Background: an optimization exercise with open tools, aiming at a short achievable clock period and few clock cycles. Do not read the settings as production practice. The RTL was checked by simulation tests, not by an equivalence proof against the original design. Power figures rest on the tool's default switching activity, not on a simulated workload.

==> job 6828 <==
// lce
module lce #(
    parameter MAX_LEN = 64,
    parameter IDXW    = 8             
) (
    input  wire                    clk,
    input  wire                    rst,         
    input  wire                    in_valid,
    input  wire                    in_kind,     
    input  wire [15:0]             in_data,     
    output wire                    in_ready,
    output wire [7:0]              status,
    output wire [15:0]             flags,
    output wire [IDXW-1:0]         nbits,
    output wire [IDXW-1:0]         nsig,
    output wire [IDXW-1:0]         pal_start,
    output wire [IDXW-1:0]         pal_len,
    output wire [IDXW-1:0]         zr_start,
    output wire [IDXW-1:0]         zr_count,
    output wire [MAX_LEN-1:0]      bits_buf,
    output wire [4*MAX_LEN-1:0]    sig_buf
);
Settings: LEC_CHECK=0, ABC_CLOCK_PERIOD_IN_PS=2000, CAP_MARGIN=20, CORE_MARGIN=2, CORE_UTILIZATION=40, SLEW_MARGIN=20; clock period 10.0 ns.
standard.sh (not shown) runs the stock make flow with config.mk's settings and CLKGATE_MAP_FILE= SYNTH_SCRIPT=/design/flow/synth_recipe.tcl, a recipe that flattens the netlist after the stock synthesis.
==> flow/flow/run.sh <==
#!/bin/bash
# Standard layout, with timing repair aimed well below the clock period.
set -o pipefail
bash standard.sh SETUP_SLACK_MARGIN=7.0 TNS_END_PERCENT=100 finish > standard_flow.log 2>&1
==> inputs of job 5361, as changes to job 6828 <==
--- a/flow/config.mk
+++ b/flow/config.mk
@@ -9,4 +9,6 @@
 export CAP_MARGIN = 20
 export CORE_MARGIN = 2
-export CORE_UTILIZATION = 40
+export CORE_UTILIZATION = 65
+export CTS_CLUSTER_DIAMETER = 200
+export CTS_CLUSTER_SIZE = 40
 export SLEW_MARGIN = 20
==> inputs of job 5489, as changes to job 6828 <==
==> flow/flow/run.sh (replaced) <==
#!/bin/bash
# Standard layout, with timing repair aimed well below the clock period; after
# placement each output port buffer is moved beside the register driving it.
set -eo pipefail
ARGS=(SETUP_SLACK_MARGIN=7.0 TNS_END_PERCENT=100)
bash standard.sh "${ARGS[@]}" place > standard_flow_place.log 2>&1
RESULTS=$PWD/orfs/results/sky130hd/lce/base openroad -no_init -exit flow/place_obuf.tcl > place_obuf.log 2>&1
bash standard.sh "${ARGS[@]}" finish > standard_flow.log 2>&1
==> flow/flow/move_obuf.tcl (new file) <==
# Move each output port's buffer next to the cell that drives it, so the
# strong port buffer (not the register) drives the long wire to the pin.
set block [ord::get_db_block]
set moved 0
foreach bterm [$block getBTerms] {
  if { [$bterm getIoType] != "OUTPUT" } { continue }
  set net [$bterm getNet]
  if { $net == "NULL" } { continue }
  set drv ""
  foreach it [$net getITerms] { if { [$it isOutputSignal] } { set drv $it } }
  if { $drv == "" } { continue }
  set buf [$drv getInst]
  set src ""
  foreach it [$buf getITerms] {
    if { [$it isInputSignal] } {
      set n2 [$it getNet]
      if { $n2 != "NULL" } {
        foreach it2 [$n2 getITerms] { if { [$it2 isOutputSignal] } { set src [$it2 getInst] } }
      }
    }
  }
  if { $src == "" } { continue }
  lassign [$src getLocation] x y
  $buf setLocation $x $y
  $buf setPlacementStatus PLACED
  incr moved
}
puts "moved $moved output buffers"
==> flow/flow/place_obuf.tcl (new file) <==
# After placement: put each output port's buffer beside the register that
# drives it, then legalize. The pins stay where the standard flow put them.
set res $::env(RESULTS)
read_db $res/3_place.odb
source [file join [file dirname [info script]] move_obuf.tcl]
detailed_placement
check_placement
write_db $res/3_place.odb
==> run notes <==
metric                                                              job 6828                   job 5361               job 5489
Result of the run                                   timing/DRC/antenna clean  aborted with a tool error  timing/DRC/antenna clean
Stage where the flow stopped                                               -             global routing                      -
Actual transition at the worst max-transition pin                    1.25 ns                          -                1.25 ns
Number of setup buffers added after CTS                                  203                        208                    212
Sequential Power                                                     6.97 mW                          -                6.93 mW
Final-layout clock buffer total                                          253                          -                    262
Switching component of the power                                     4.15 mW                          -                4.22 mW
Hold path start                                         sig_c_q[132]$_DFF_P_                          -  b8_q[62]$_SDFFE_PP1P_
Drt first pass iters                                                      15                          -                     14
Non-clock inverter count in the final layout                             143                          -                    143
Least setup slack across all paths after layout                      6.49 ns                          -                6.60 ns
Endpoint of the lowest-slack register-to-register path     p2_q$_SDFFE_PP0P_                          -   sig_o_q[125]$_DFF_P_
Top cell category                                          multi-input gates                          -      multi-input gates
ANT cells                                                                 29                          -                     26
Worst setup path class                                            reg -> out                          -             reg -> out
Via count                                                              86200                          -                  86900
Testbench counts of job 6828, summed over its fixed seeds: cycles 16,628.
Testbench counts of job 5361, summed over its fixed seeds: cycles 16,628.
Testbench counts of job 5489, summed over its fixed seeds: cycles 16,628.

-- what the ideal ports hide --
In the flow no input, the clock included, has a driving cell. The finished layouts below were timed again as built, in two steps.
Step 1: set_driving_cell puts a clkbuf_16 on clk and a buf_2 on each other input, an assumption about the parent block.
Step 2 times the ports against the registers' clock, not the clock port: input delays grow and output delays shrink by t, the midpoint of the rising clock arrivals with the driver on.
Slacks: ideal / step 1 / step 2; pairs: ideal / step 1.
run	t (ns)	setup WS [ns]	worst setup path at the end
job 6828	0.942	6.494 / 6.404 / 5.760	input to register
job 5489	0.950	6.597 / 6.502 / 5.678	input to register
After both steps setup and hold are still met in every run listed. For job 5489, which loses most, drivers alone change the setup slack by -0.095 ns; drivers and shift together by -0.919 ns.
